Context: an optimization exercise on an open-source flow, tuned for small area, a short achievable clock period and few clock cycles. The choices shown serve that exercise and are no tape-out recipe.
Function not checked in this run: the RTL went through the layout flow alone.
Power and IR drop assume default switching activity.

==> design/flow/design.v <==
module huff_codegen (
    input  wire        clk,
    input  wire        rst,
    input  wire        start,
    input  wire [8:0]  src_len,
    input  wire        in_valid,
    output wire        in_ready,
    input  wire [7:0]  in_data,
    output wire        busy,
    output wire        out_valid,
    input  wire        out_ready,
    output wire [7:0]  out_value,
    output wire [7:0]  out_len,
    output wire [15:0] out_code
);
    localparam ST_IDLE  = 3'd0;
    localparam ST_LOAD  = 3'd1;
    localparam ST_MERGE = 3'd2;
    localparam ST_TDI   = 3'd3;
    localparam ST_TD    = 3'd4;
    localparam ST_OUT   = 3'd5;
    reg [2:0] state;
    wire s_load  = (state == ST_LOAD);
    wire s_merge = (state == ST_MERGE);
    wire s_td    = (state == ST_TD);
    wire s_out   = (state == ST_OUT);
    integer i;
    function [3:0] tadd;
        input [3:0] a, b;
        begin
            tadd[0] = a[0] | b[0];
            tadd[1] = a[1] | b[1] | (a[0] & b[0]);
            tadd[2] = a[2] | b[2] | (a[1] & b[0]) | (a[0] & b[1]);
            tadd[3] = a[3] | b[3] | (a[2] & b[0]) | (a[1] & b[1]) | (a[0] & b[2]);
        end
    endfunction
    function [3:0] tsum16;
        input [63:0] x;
        reg [3:0] a [0:15];
        integer k, s;
        begin
            for (k = 0; k < 16; k = k + 1) a[k] = x[4*k +: 4];
            for (s = 1; s < 16; s = s * 2)
                for (k = 0; k < 16; k = k + 2 * s)
                    a[k] = tadd(a[k], a[k + s]);
            tsum16 = a[0];
        end
    endfunction
    reg        clr;         
    reg  [8:0] n;           
    reg        rdy_r;
    reg  [8:0] m;           
    reg  [7:0] vfirst;
    reg        iv1;         
    reg  [7:0] ca;          
    reg        v2;          
    reg  [7:0] wa;
    reg  [8:0] rcnt;
    reg        fwd;
    reg  [7:0] wlast;
    reg  [7:0] L;           
    reg  [7:0] lsel;        
    reg  [3:0] pt;          
    reg  [8:0] lleft;
    reg  [7:0] j;
    reg        ph;
    reg  [8:0] aw;
    reg        at;
    reg  [7:0] qn;
    reg  [1:0] bc;
    reg        rf;
    reg  [8:0] q0, q1;
    reg  [7:0] ra;
    reg        wbv;         
    reg  [7:0] wbj;
    reg  [8:0] wbw;
    reg  [1:0] wbt;
    reg  [1:0] rtypes;      
    reg  [7:0] tip, tipm1;
    reg        troot;
    reg        nv;
    reg        byp;
    reg  [9:0] bypc;
    reg  [7:0] mroot;
    reg  [8:0] oc;          
    reg        o1v, o1l;
    reg        o2v, o2l, o2b, o2r;
    reg  [7:0] o2val;
    reg        o3v, o3l, o3b, o3r;
    reg  [7:0] o3val;
    reg        ov, olast;
    reg  [7:0] oval;
    reg  [3:0] olen;
    reg  [9:0] ocode;
    reg        skv, sklast;
    reg  [7:0] skval;
    reg  [3:0] sklen;
    reg  [9:0] skcode;
    wire adv = ~skv;
    wire       ma  = pt[0];
    wire       two = pt[1];
    wire       lzero = (lleft == 9'd0);
    wire       have_int = (qn != 8'd0);
    wire [11:0] rd;
    wire       f_ok = (bc != 2'd0) | rf;
    wire [8:0] f0 = (bc != 2'd0) ? q0 : rd[8:0];
    wire [8:0] f1 = (bc == 2'd2) ? q1 : rd[8:0];
    wire       le_f = ({1'b0, L} <= f0);
    wire       ge_f = (f0 <= {1'b0, L});
    wire       mrg = s_merge & ~lzero;
    wire       tkl = mrg & (~have_int | (f_ok & le_f));    
    wire       take_leaf = tkl & ma;
    wire       dbl = take_leaf & ~ph & two;
    wire       take_int = mrg & ~take_leaf & f_ok & ge_f;
    wire       ext = take_leaf | take_int;
    wire       step = mrg & ~ma;
    wire       create = (ext & ph) | dbl;
    wire [8:0] sum_l = aw + {1'b0, L};
    wire [8:0] sum_q = aw + q0;
    wire [8:0] sum_r = aw + rd[8:0];
    wire [8:0] sum_f = (bc != 2'd0) ? sum_q : sum_r;
    wire [8:0] wnew = dbl ? {L, 1'b0} : (take_leaf ? sum_l : sum_f);
    wire [1:0] tnew = {take_int, at & ~dbl};
    wire [8:0] xw = take_leaf ? {1'b0, L} : f0;
    wire [1:0] ntk = {1'b0, take_leaf} + {1'b0, dbl};
    wire       clps = s_merge & lzero;
    wire       tk2 = tkl & ~ph;
    wire [7:0] lcbase = fwd ? wlast : rcnt[7:0];
    wire       lnewv = v2 & ~fwd & (rcnt == 9'd0);
    wire [7:0] lcnt = lcbase + 8'd1;
    wire [7:0] cbus = s_load ? lcnt : j;
    wire       ldwe = s_load & v2;
    wire [15:0] c_ga, c_gt, c_hany, c_pany;
    wire [63:0] c_ccnt, c_ncnt;
    wire [9:0]  c_rd [0:15];
    wire [3:0]  c_pidx [0:15];
    reg  [15:0] c_pa, c_pt, p_first, sa, st;
    integer s, q;
    reg  [3:0]  p_gi;
    always @* begin
        sa = c_ga;
        st = c_gt;
        for (s = 1; s < 16; s = s * 2)
            for (i = 15; i >= 0; i = i - 1)
                if ((i & s) != 0) begin
                    q = (i & ~(s - 1)) - 1;
                    st[i] = st[i] | st[q] | (sa[i] & sa[q]);
                    sa[i] = sa[i] | sa[q];
                end
        c_pa[0] = 1'b0;
        c_pt[0] = 1'b0;
        for (i = 1; i < 16; i = i + 1) begin
            c_pa[i] = sa[i-1];
            c_pt[i] = st[i-1];
        end
        p_gi = 4'd0;
        for (i = 0; i < 16; i = i + 1) begin
            p_first[i] = c_pany[i] & ~(|(c_pany & ((16'd1 << i) - 16'd1)));
            if (p_first[i]) p_gi = p_gi | i[3:0];
        end
    end
    wire       pany = |c_pany;
    wire [7:0] pv = {p_gi, c_pidx[p_gi]};
    wire       issue = s_out & adv & pany;
    genvar g;
    generate
        for (g = 0; g < 16; g = g + 1) begin : gc
            hc_cgrp u (
                .clk(clk), .clr(clr),
                .ld_we(ldwe & (wa[7:4] == g)), .ld_lo(wa[3:0]),
                .cbus(cbus), .lsel(lsel),
                .tkl(tkl), .tk2(tk2), .ph(ph), .step(step), .s_merge(s_merge),
                .pa(c_pa[g]), .pt(c_pt[g]),
                .ra_lo(ca[3:0]),
                .pick(issue & p_first[g]),
                .rdata(c_rd[g]),
                .ga(c_ga[g]), .gt(c_gt[g]),
                .ccnt(c_ccnt[4*g +: 4]), .ncnt(c_ncnt[4*g +: 4]),
                .hany(c_hany[g]),
                .pany(c_pany[g]), .pidx(c_pidx[g])
            );
        end
    endgenerate
    wire [9:0] crd = c_rd[ca[7:4]];
    wire [3:0] pall = tsum16(c_ccnt);
    wire [3:0] pnew = tsum16(c_ncnt);
    wire [3:0] pnext = ntk[1] ? {2'b00, pall[3:2]} : (ntk[0] ? {1'b0, pall[3:1]} : pall);
    wire [9:0] tdc  = troot ? 10'd1 : (byp ? bypc : rd[9:0]);
    wire       tt1  = troot ? rtypes[1] : rd[11];
    wire       tt0  = troot ? rtypes[0] : rd[10];
    wire       tdw  = s_td & (tt1 | tt0);
    wire       tdw2 = s_td & tt1 & tt0;
    wire [11:0] n_rd [0:15];
    wire [15:0] n_hany;
    wire [3:0]  n_hidx [0:15];
    reg  [15:0] h_first;
    reg  [3:0]  h_gi;
    always @* begin
        h_gi = 4'd0;
        for (i = 0; i < 16; i = i + 1) begin
            h_first[i] = n_hany[i] & ~(|(n_hany & ~((16'd2 << i) - 16'd1)));
            if (h_first[i]) h_gi = h_gi | i[3:0];
        end
    end
    wire       tany  = |n_hany;
    wire [7:0] tnext = {h_gi, n_hidx[h_gi]};
    generate
        for (g = 0; g < 16; g = g + 1) begin : gn
            hc_ngrp u (
                .clk(clk),
                .wb_we(wbv & (wbj[7:4] == g)), .wb_lo(wbj[3:0]), .wbw(wbw), .wbt(wbt),
                .cl_all(clps & (j[7:4] < g)), .cl_part(clps & (j[7:4] == g)), .j_lo(j[3:0]),
                .ph(ph), .at(at),
                .s_td(s_td),
                .w0_we(tdw & (tip[7:4] == g)), .w0_lo(tip[3:0]),
                .w1_we(tdw2 & (tipm1[7:4] == g)), .w1_lo(tipm1[3:0]),
                .tbus(tdc[8:0]), .tt1(tt1),
                .ra_lo(ra[3:0]),
                .h_all(ra[7:4] > g), .h_part(ra[7:4] == g), .h_lim(ra[3:0]),
                .rdata(n_rd[g]),
                .h_any(n_hany[g]), .h_idx(n_hidx[g])
            );
        end
    endgenerate
    reg [11:0] rdr;         
    assign rd = rdr;
    wire [10:0] full = {(o3r ? 10'd1 : rd[9:0]), o3b};
    reg  [3:0]  flen;
    reg  [9:0]  fcode;
    always @* begin
        flen = 4'd0;
        for (i = 1; i < 11; i = i + 1)
            if (full[i]) flen = i[3:0];
        fcode = full[9:0] & ~(10'd1 << flen);
    end
    wire [8:0] m_next = m + {8'd0, lnewv};
    wire       load_end = s_load & ~clr & (n == 9'd0) & ~iv1;
    always @(posedge clk) begin
        if (~s_out | adv)
            rdr <= n_rd[ra[7:4]];
        if (rst) begin
            state <= ST_IDLE;
            clr   <= 1'b0;
            rdy_r <= 1'b0;
            iv1   <= 1'b0;
            v2    <= 1'b0;
            wbv   <= 1'b0;
            o1v   <= 1'b0;
            o2v   <= 1'b0;
            o3v   <= 1'b0;
            ov    <= 1'b0;
            skv   <= 1'b0;
        end else begin
            clr <= 1'b0;
            wbv <= 1'b0;
            iv1 <= in_valid & rdy_r;
            if (in_valid & rdy_r) begin
                n <= n - 9'd1;
                if (n == 9'd1) rdy_r <= 1'b0;
            end
            if (s_load) ca <= in_data;
            v2 <= iv1;
            if (iv1) begin
                wa   <= ca;
                rcnt <= (crd[8] & ~crd[9]) ? {1'b0, crd[7:0]} : 9'd0;
                fwd  <= v2 & (wa == ca);
            end
            if (v2) begin
                wlast <= lcnt;
                if (lnewv) begin
                    m <= m + 9'd1;
                    vfirst <= wa;
                end
            end
            case (state)
                ST_IDLE: begin
                    if (start) begin
                        n     <= src_len;
                        rdy_r <= (src_len != 9'd0);
                        m     <= 9'd0;
                        clr   <= 1'b1;
                        state <= ST_LOAD;
                    end
                end
                ST_LOAD: begin
                    if (load_end) begin
                        L     <= 8'd0;
                        lsel  <= 8'd1;
                        pt    <= 4'd0;
                        lleft <= m_next;
                        j     <= 8'd0;
                        ph    <= 1'b0;
                        qn    <= 8'd0;
                        bc    <= 2'd0;
                        rf    <= 1'b0;
                        ra    <= 8'd0;
                        oc    <= 9'd0;
                        o1v   <= 1'b0;
                        o2v   <= 1'b0;
                        o3v   <= 1'b0;
                        if (m_next == 9'd0) begin
                            state <= ST_IDLE;
                        end else if (m_next == 9'd1) begin
                            state <= ST_OUT;
                            ov    <= 1'b1;
                            olast <= 1'b1;
                            oval  <= (lnewv ? wa : vfirst);
                            olen  <= 4'd1;
                            ocode <= 10'd0;
                        end else begin
                            state <= ST_MERGE;
                        end
                    end
                end
                ST_MERGE: begin
                    if (step) begin
                        L    <= lsel;
                        lsel <= (|c_hany) ? lsel + 8'd1 : {lsel[7:3] + 5'd1, 3'd0};
                        pt   <= pnew;
                    end else begin
                        pt   <= pnext;
                    end
                    lleft <= lleft - {7'd0, ntk};
                    if (dbl) begin
                        j <= j + 8'd1;
                    end else if (ext) begin
                        ph <= ~ph;
                        if (~ph) begin
                            aw <= xw;
                            at <= take_int;
                        end else begin
                            j <= j + 8'd1;
                        end
                    end
                    if (create) begin
                        wbv <= 1'b1;
                        wbj <= j;
                        wbw <= wnew;
                        wbt <= tnew;
                    end
                    qn <= qn + {7'd0, create} - {7'd0, take_int};
                    begin : win
                        reg [1:0] ws, rem;
                        reg [8:0] r0, r1;
                        reg       byp_n, iss;
                        ws  = bc + {1'b0, rf};
                        rem = ws - {1'b0, take_int};
                        r0  = take_int ? f1 : f0;
                        r1  = f1;
                        iss   = (ra != j) & (ws < 2'd2) & ~(wbv & (wbj == ra));
                        byp_n = create & (ra == j) & (rem < 2'd2);
                        rf <= iss;
                        if (iss | byp_n) ra <= ra + 8'd1;
                        bc <= rem + {1'b0, byp_n};
                        q0 <= (rem == 2'd0) ? wnew : r0;
                        q1 <= (rem == 2'd1) ? wnew : r1;
                    end
                    if (create & (j == m[7:0] - 8'd2)) begin
                        state  <= ST_TDI;
                        ra     <= j;
                        rtypes <= tnew;
                    end
                    if (clps) begin
                        state  <= ST_TDI;
                        ra     <= m[7:0] - 8'd2;
                        rtypes <= {1'b1, ~((j == m[7:0] - 8'd2) & ph) | at};
                    end
                end
                ST_TDI: begin
                    mroot <= ra;
                    tip   <= ra - 8'd1;
                    tipm1 <= ra - 8'd2;
                    ra    <= tnext;
                    nv    <= tany;
                    troot <= 1'b1;
                    byp   <= 1'b0;
                    state <= ST_TD;
                    if (ra == 8'd0) state <= ST_OUT;    
                end
                ST_TD: begin
                    troot <= 1'b0;
                    byp   <= (tdw & (tip == ra)) | (tdw2 & (tipm1 == ra));
                    bypc  <= {tdc[8:0], (tip == ra) & tt1};
                    tip   <= tip - {7'd0, tt1} - {7'd0, tt0};
                    tipm1 <= tipm1 - {7'd0, tt1} - {7'd0, tt0};
                    ra    <= tnext;
                    if (~nv) state <= ST_OUT;
                    nv    <= tany;
                end
                ST_OUT: begin
                    if (adv) begin
                        o1v <= pany;
                        o1l <= (oc == m - 9'd1);
                        if (pany) begin
                            ca <= pv;
                            oc <= oc + 9'd1;
                        end
                        o2v   <= o1v;
                        o2l   <= o1l;
                        o2b   <= crd[8];
                        o2val <= ca;
                        ra    <= crd[7:0];
                        o2r   <= (crd[7:0] == mroot);
                        o3v   <= o2v;
                        o3l   <= o2l;
                        o3b   <= o2b;
                        o3r   <= o2r;
                        o3val <= o2val;
                    end
                    if (~ov | out_ready) begin
                        if (skv) begin
                            ov    <= 1'b1;
                            olast <= sklast;
                            oval  <= skval;
                            olen  <= sklen;
                            ocode <= skcode;
                            skv   <= 1'b0;
                        end else begin
                            ov    <= o3v;
                            olast <= o3l;
                            oval  <= o3val;
                            olen  <= flen;
                            ocode <= fcode;
                        end
                    end else if (o3v & adv) begin
                        skv    <= 1'b1;
                        sklast <= o3l;
                        skval  <= o3val;
                        sklen  <= flen;
                        skcode <= fcode;
                    end
                    if (ov & out_ready & olast) begin
                        state <= ST_IDLE;
                        ov    <= 1'b0;
                        o1v   <= 1'b0;
                        o2v   <= 1'b0;
                        o3v   <= 1'b0;
                    end
                end
                default: state <= ST_IDLE;
            endcase
        end
    end
    assign busy      = (state != ST_IDLE);
    assign in_ready  = rdy_r;
    assign out_valid = ov;
    assign out_value = oval;
    assign out_len   = {4'd0, olen};
    assign out_code  = {6'd0, ocode};
endmodule
module hc_cgrp (
    input  wire       clk,
    input  wire       clr,
    input  wire       ld_we,
    input  wire [3:0] ld_lo,
    input  wire [7:0] cbus,
    input  wire [7:0] lsel,
    input  wire       tkl,
    input  wire       tk2,
    input  wire       ph,
    input  wire       step,
    input  wire       s_merge,
    input  wire       pa,         
    input  wire       pt,         
    input  wire [3:0] ra_lo,
    input  wire       pick,       
    output wire [9:0] rdata,
    output wire       ga,
    output wire       gt,
    output wire [3:0] ccnt,
    output wire [3:0] ncnt,
    output wire       hany,
    output wire       pany,
    output reg  [3:0] pidx
);
    reg [7:0]  d  [0:15];
    reg [15:0] f1, f0, cu;
    wire [15:0] cand = f0 & ~f1;
    reg  [15:0] ncv, hcv, oh1, oh2, pk;
    reg  [15:0] ia, it;         
    reg  [15:0] pp;             
    reg         ba, bt;
    integer k, s, q;
    function [3:0] tadd;
        input [3:0] a, b;
        begin
            tadd[0] = a[0] | b[0];
            tadd[1] = a[1] | b[1] | (a[0] & b[0]);
            tadd[2] = a[2] | b[2] | (a[1] & b[0]) | (a[0] & b[1]);
            tadd[3] = a[3] | b[3] | (a[2] & b[0]) | (a[1] & b[1]) | (a[0] & b[2]);
        end
    endfunction
    function [3:0] therm16;
        input [15:0] x;
        reg [3:0] a [0:15];
        integer b, w;
        begin
            for (b = 0; b < 16; b = b + 1) a[b] = {3'b000, x[b]};
            for (w = 1; w < 16; w = w * 2)
                for (b = 0; b < 16; b = b + 2 * w)
                    a[b] = tadd(a[b], a[b + w]);
            therm16 = a[0];
        end
    endfunction
    always @* begin
        for (k = 0; k < 16; k = k + 1) begin
            ncv[k] = cand[k] & (d[k] == lsel);
            hcv[k] = cand[k] & (d[k][7:3] == lsel[7:3]) & (d[k][2:0] != lsel[2:0]);
        end
        ia = cu;
        it = 16'd0;
        pp = f1;
        for (s = 1; s < 16; s = s * 2)
            for (k = 15; k >= 0; k = k - 1)
                if ((k & s) != 0) begin
                    q = (k & ~(s - 1)) - 1;
                    it[k] = it[k] | it[q] | (ia[k] & ia[q]);
                    ia[k] = ia[k] | ia[q];
                    pp[k] = pp[k] | pp[q];
                end
        pidx = 4'd0;
        for (k = 0; k < 16; k = k + 1) begin
            ba = pa | ((k == 0) ? 1'b0 : ia[k-1]);
            bt = pt | ((k == 0) ? 1'b0 : it[k-1]) | (pa & ((k == 0) ? 1'b0 : ia[k-1]));
            oh1[k] = cu[k] & ~ba;
            oh2[k] = cu[k] & ba & ~bt;
            pk[k]  = f1[k] & ((k == 0) ? 1'b1 : ~pp[k-1]);
            if (pk[k]) pidx = pidx | k[3:0];
        end
    end
    assign ga   = ia[15];
    assign gt   = it[15];
    assign pany = pp[15];
    assign hany = |hcv;
    assign ccnt = therm16(cu);
    assign ncnt = therm16(ncv);
    assign rdata = {f1[ra_lo], f0[ra_lo], d[ra_lo]};
    always @(posedge clk) begin
        for (k = 0; k < 16; k = k + 1) begin
            if ((ld_we & (ld_lo == k)) | (tkl & oh1[k]) | (tk2 & oh2[k]))
                d[k] <= cbus;
            if (clr) begin
                f1[k] <= 1'b0;
                f0[k] <= 1'b0;
            end else begin
                if (ld_we & (ld_lo == k)) f0[k] <= 1'b1;
                else if ((tkl & oh1[k]) | (tk2 & oh2[k])) f0[k] <= ph | (tk2 & oh2[k]);
                if ((tkl & oh1[k]) | (tk2 & oh2[k])) f1[k] <= 1'b1;
                else if (pick & pk[k]) f1[k] <= 1'b0;
            end
            if (step) cu[k] <= ncv[k];
            else if ((tkl & oh1[k]) | (tk2 & oh2[k]) | ~s_merge) cu[k] <= 1'b0;
        end
    end
endmodule
module hc_ngrp (
    input  wire        clk,
    input  wire        wb_we,
    input  wire [3:0]  wb_lo,
    input  wire [8:0]  wbw,
    input  wire [1:0]  wbt,
    input  wire        cl_all,    
    input  wire        cl_part,   
    input  wire [3:0]  j_lo,
    input  wire        ph,
    input  wire        at,
    input  wire        s_td,
    input  wire        w0_we,
    input  wire [3:0]  w0_lo,
    input  wire        w1_we,
    input  wire [3:0]  w1_lo,
    input  wire [8:0]  tbus,
    input  wire        tt1,
    input  wire [3:0]  ra_lo,
    input  wire        h_all,     
    input  wire        h_part,    
    input  wire [3:0]  h_lim,
    output wire [11:0] rdata,
    output wire        h_any,
    output reg  [3:0]  h_idx
);
    reg [9:0] c [0:15];
    reg [1:0] t [0:15];
    reg [15:0] hs;
    integer k;
    always @* begin
        h_idx = 4'd0;
        for (k = 0; k < 16; k = k + 1) begin
            hs[k] = (t[k] != 2'd0) & (h_all | (h_part & (k < h_lim)));
            if (hs[k]) h_idx = k[3:0];
        end
    end
    assign h_any = |hs;
    assign rdata = {t[ra_lo], c[ra_lo]};
    always @(posedge clk) begin
        for (k = 0; k < 16; k = k + 1) begin
            if ((wb_we & (wb_lo == k)) | (w0_we & (w0_lo == k)) | (w1_we & (w1_lo == k)))
                c[k] <= s_td ? {tbus, w0_we & (w0_lo == k) & tt1} : {1'b0, wbw};
            if (wb_we & (wb_lo == k))
                t[k] <= wbt;
            else if (cl_all | (cl_part & (k >= j_lo)))
                t[k] <= {1'b1, ~(cl_part & (k == j_lo) & ph) | at};
        end
    end
endmodule
==> design/flow/run.sh <==
#!/bin/bash
# synth_recipe.tcl (not shown) runs the flow's synth.tcl, then flattens the netlist and writes it again
# the make line also repeats each setting of config.mk as NAME=value (left out here)
make -C /OpenROAD-flow-scripts/flow DESIGN_CONFIG=/design/flow/config.mk WORK_HOME=/design/flow/orfs CLKGATE_MAP_FILE= SYNTH_SCRIPT=/design/flow/synth_recipe.tcl finish
==> design/flow/config.mk <==
export PLATFORM = sky130hd
export DESIGN_NAME = huff_codegen
export DESIGN_NICKNAME = huff_codegen
export VERILOG_FILES = /design/flow/design.v
export SDC_FILE = /design/flow/constraint.sdc
export NUM_CORES = 8
export LEC_CHECK = 0
export ABC_CLOCK_PERIOD_IN_PS = 5000
export CAP_MARGIN = 40
export CORE_MARGIN = 2
export CORE_UTILIZATION = 40
export SETUP_SLACK_MARGIN = 3
export SLEW_MARGIN = 20
export SYNTH_HIERARCHICAL = 1
export SYNTH_MINIMUM_KEEP_SIZE = 0
==> design/flow/constraint.sdc <==
create_clock -name core_clock -period 10.0 [get_ports {clk}]
set_input_delay 2.0000 -clock core_clock [delete_from_list [all_inputs] [get_ports {clk}]]
set_output_delay 2.0000 -clock core_clock [all_outputs]
set_load 0.01 [all_outputs]
==> run summary <==
==> through the flow <==
step	hold slack, ps	setup slack (ps)	cells	area [µm²]
floorplan	400	916	32900	347000
global placement	402	1310	42900	359000
detailed placement	405	1570	43100	361000
CTS	402	3000	44400	385000
global route	410	2990	44600	386000
finish	409	3250	44700	387000
==> worst max-delay path, stage by stage, from the launching register on <==
cell	delay [ps]
sky130_fd_sc_hd__edfxtp_1	410
sky130_fd_sc_hd__or4_4	620
sky130_fd_sc_hd__maj3_2	360
sky130_fd_sc_hd__o31a_4	350
sky130_fd_sc_hd__nor2_2	170
sky130_fd_sc_hd__o211ai_1	130
sky130_fd_sc_hd__buf_4	200
sky130_fd_sc_hd__buf_4	190
sky130_fd_sc_hd__or3_1	440
sky130_fd_sc_hd__a2111oi_4	190
sky130_fd_sc_hd__buf_4	190
sky130_fd_sc_hd__nand3b_4	100
sky130_fd_sc_hd__nor4_4	270
sky130_fd_sc_hd__buf_4	190
sky130_fd_sc_hd__nand3_4	130
sky130_fd_sc_hd__a21o_2	260
sky130_fd_sc_hd__nor2b_2	460
sky130_fd_sc_hd__nand2b_1	480
sky130_fd_sc_hd__nor2_8	270
sky130_fd_sc_hd__and2_1	190
sky130_fd_sc_hd__o21ai_0	110
sky130_fd_sc_hd__nand2_1	80
sky130_fd_sc_hd__nand2_1	100
sky130_fd_sc_hd__nand2_1	410
==> layer usage <==
metal / vias up / share of wire
met5: - / 0.00024
met4: 44 / 0.076
met3: 3734 / 0.11
met2: 19700 / 0.44
met1: 146000 / 0.38
li1: 124000 / -
==> cells in the final DEF, fill, tap and decap left out, types with 403 or more instances in the layout <==
master                         n
sky130_fd_sc_hd__a21oi_1    1545
sky130_fd_sc_hd__a22oi_1     577
sky130_fd_sc_hd__a31oi_1     776
sky130_fd_sc_hd__and3_1      515
sky130_fd_sc_hd__buf_4       782
sky130_fd_sc_hd__clkbuf_16   705
sky130_fd_sc_hd__dfxtp_1     523
sky130_fd_sc_hd__edfxtp_1   5665
sky130_fd_sc_hd__inv_1       589
sky130_fd_sc_hd__mux2_2      559
sky130_fd_sc_hd__mux2i_1     684
sky130_fd_sc_hd__nand2_1    3156
sky130_fd_sc_hd__nand2b_1    526
sky130_fd_sc_hd__nand3_1    1433
sky130_fd_sc_hd__nor2_1     2659
sky130_fd_sc_hd__nor2b_1     761
sky130_fd_sc_hd__nor3_1      703
sky130_fd_sc_hd__nor4_1      403
sky130_fd_sc_hd__o21ai_0    1416
sky130_fd_sc_hd__xnor2_1    1318
sky130_fd_sc_hd__xor2_1      780
==> worst paths after layout <==
kind,start,to,slack [ps],cells past startpoint
worst max register to register,gc[0].u.cu[3],gc[12].u.d[14][1],3250,23
worst min-delay path,o2val[2],o3val[2],410,0
worst min register to register,o2val[2],o3val[2],410,0
worst max-delay path,gc[0].u.cu[3],gc[12].u.d[14][1],3250,23
==> registers in the layout, indices dropped and copies added (netlist names), 10 cells and up <==
name and flops:
gn.u.c 2560, gc.u.d 2048, gn.u.t 512, gc.u.cu 256, gc.u.f0 256, gc.u.f1 256
rdr 12, ocode 10, skcode 10
==> repair_timing <==
action	CTS	global route
pin swaps	3	7
setup endpoints to repair	824	768
gates resized for setup	34	14
setup buffers	11	55
==> final cells by class <==
cell class	count	share of cell area
Sequential cell	6190	0.467
Multi-Input combinational cell	23800	0.400
Clock buffer	853	0.0476
Tap cell	11500	0.0373
Timing Repair Buffer	1103	0.0269
Clock inverter	433	0.0135
Inverter	644	0.00630
Antenna cell	138	0.000893
==> power groups by stage <==
stage	sequential, W	clock [W]	combinational [W]
after floorplan	0.0324	0	0.0230
after detailed placement	0.0331	0	0.0381
after CTS	0.0325	0.0270	0.0383
final	0.0326	0.0269	0.0400
after global placement	0.0331	0	0.0373
after global routing	0.0327	0.0279	0.0412
==> run summary <==
The gate count of the mapped netlist is 32,800. The final max-slew violation count came out at 0. The max-capacitance violation count is 0. The leftover overflow at the end of global routing came out at 0. The maximum fanout along the worst path came out at 10. The smallest clock period supported by the final layout is computed as a little under 7000 ps.

The final-layout setup total negative slack is 0 ps. The number of clock buffers added by TritonCTS is about 700. The I/O pin count came out at 57. The mean area per synthesized cell came out at about 11 µm². The overall power is approximately 0.099 W.

The fraction of final layout cells with drive strength greater than 1 is 0.112. The required time of the worst setup path came out at roughly 11,000 ps. The number of vias in the routed layout is between 200k and 300k.

Of the total power, the share spent switching nets is 0.424. The number of inserted filler cells in the final layout is approximately 81,000. In the global route stage, overall resource usage came out at 0.325.

The actual transition at the worst max-transition pin came out at 1260 ps. The clock net sink count came out at just over 6,000. Power spread over the standard cell area amounts to 257 nW/µm². TritonCTS built the clock tree.

The share of total power in the clock network came out at 0.270. The worst setup path is launched from a flop. The peak-usage layer in the global routing report is met2. The layout-stage area growth over the synthesis result is 11.4%. The wire length after detailed routing came out at 1,500,000 µm. The final setup violation count came out at 0.

The starting density of the core is 0.401. The initial antenna violation count is around 110. The achievable frequency came out at between 100 and 150 MHz.

Setup repair after global routing left no endpoint under its margin. The area of combinational cells with multiple inputs is roughly 150,000 µm². The sequential power share came out at 0.328.

The met1 track demand over resource in global routing is 0.422. The clock reaches the later pin of the worst-skew pair after 1240 ps. In this run the tool buffered the top-level ports with 46 buffer cells. The via density per instance is 6.56.

The headroom to the max-slew limit came out at 0.162. The number of global-route vias before repair was 271,000. The core footprint is around 870,000 µm². The number of rows in the core area is 342. The count of nets left with antenna violations once routing finished came out at 0. The run finished with no timing, DRC or antenna violations. Buffers inserted to repair hold after CTS numbered 0.

The met3 track utilization from global routing is 0.0626. The maximum buffer depth of the clock tree is 4. The wire length per cell is approximately 33 µm. Entering global routing, the biggest net connects around 190 pins. Data arrives at the worst endpoint at about 7600 ps. The fraction of power consumed by combinational cells came out at 0.402. The clock input transition at the sequential cells of the worst setup and hold paths is ~60 ps. The chip height is about 940 µm.

The CTS H-tree depth is 6. Of the available clock period, the critical path in the final layout requires 0.675. The cell area after synthesis is 347,000 µm². The analysis attributes to net switching a power of ~0.042 W. In this run the clock root is driven by a sky130_fd_sc_hd__clkbuf_16.

The critical path endpoint category is a flop. The classification of the worst-slack hold path is reg2reg. The internal power summed over all cells is 0.0573 W. The count of nets after finishing came out at 32,500.

The worst IR drop on VDD is 0.000325 V. The remaining routing DRC violations came out at 0. The maximum clock skew at final layout is 187 ps. The first-pass GRT wire length came out at around 2,100,000 µm. The wire-length estimate of the detail-placed layout is 1,050,000 µm. In the global route stage, met2 resource usage came out at 0.499. The first detailed-routing pass took 10 iterations. The total count of hold-check failures in the final report came to 0. The die area came out at 875,000 µm². For this design the static power due to leakage is approximately 130 nW. The number of synthesis warnings is 18.

The worst setup path is of the reg2reg kind. The die is about 940 µm wide. The flip-flop and latch area came out at 181,000 µm². The share of the core filled with cells came out at 0.446. The first-iteration detailed-routing DRC count came out at between 40,000 and 50,000. At the end of routability-driven placement, the weighted congestion stood at just over 1.

afterwards: timing with drivers on the ports:
The flow's constraints put no driver on any port. The routed layout listed below was extracted and timed again, unchanged, in two steps.
Step 1: set_driving_cell puts a clkbuf_16 on clk and a buf_2 on each other input, an assumption about the parent block.
Step 2, shift: input delay + t, output delay - t, t = (earliest + latest rising clock arrival at the registers) / 2. This alone moves slack from input paths to output paths.
a / b / c = ideal / step 1 / step 2; a / b = the first two.
t, ns: 1.283
slack for setup (ns): 3.253 / 3.253 / 3.253
clock arrival spread, ns: 0.187 / 0.188
worst slew at a driven data input, ns: 0.48
cell pins on the clock port's net: 1
After both steps this run still meets setup and hold. The setup slack of this run moves by 0.000 ns with the drivers and by 0.000 ns with both steps.
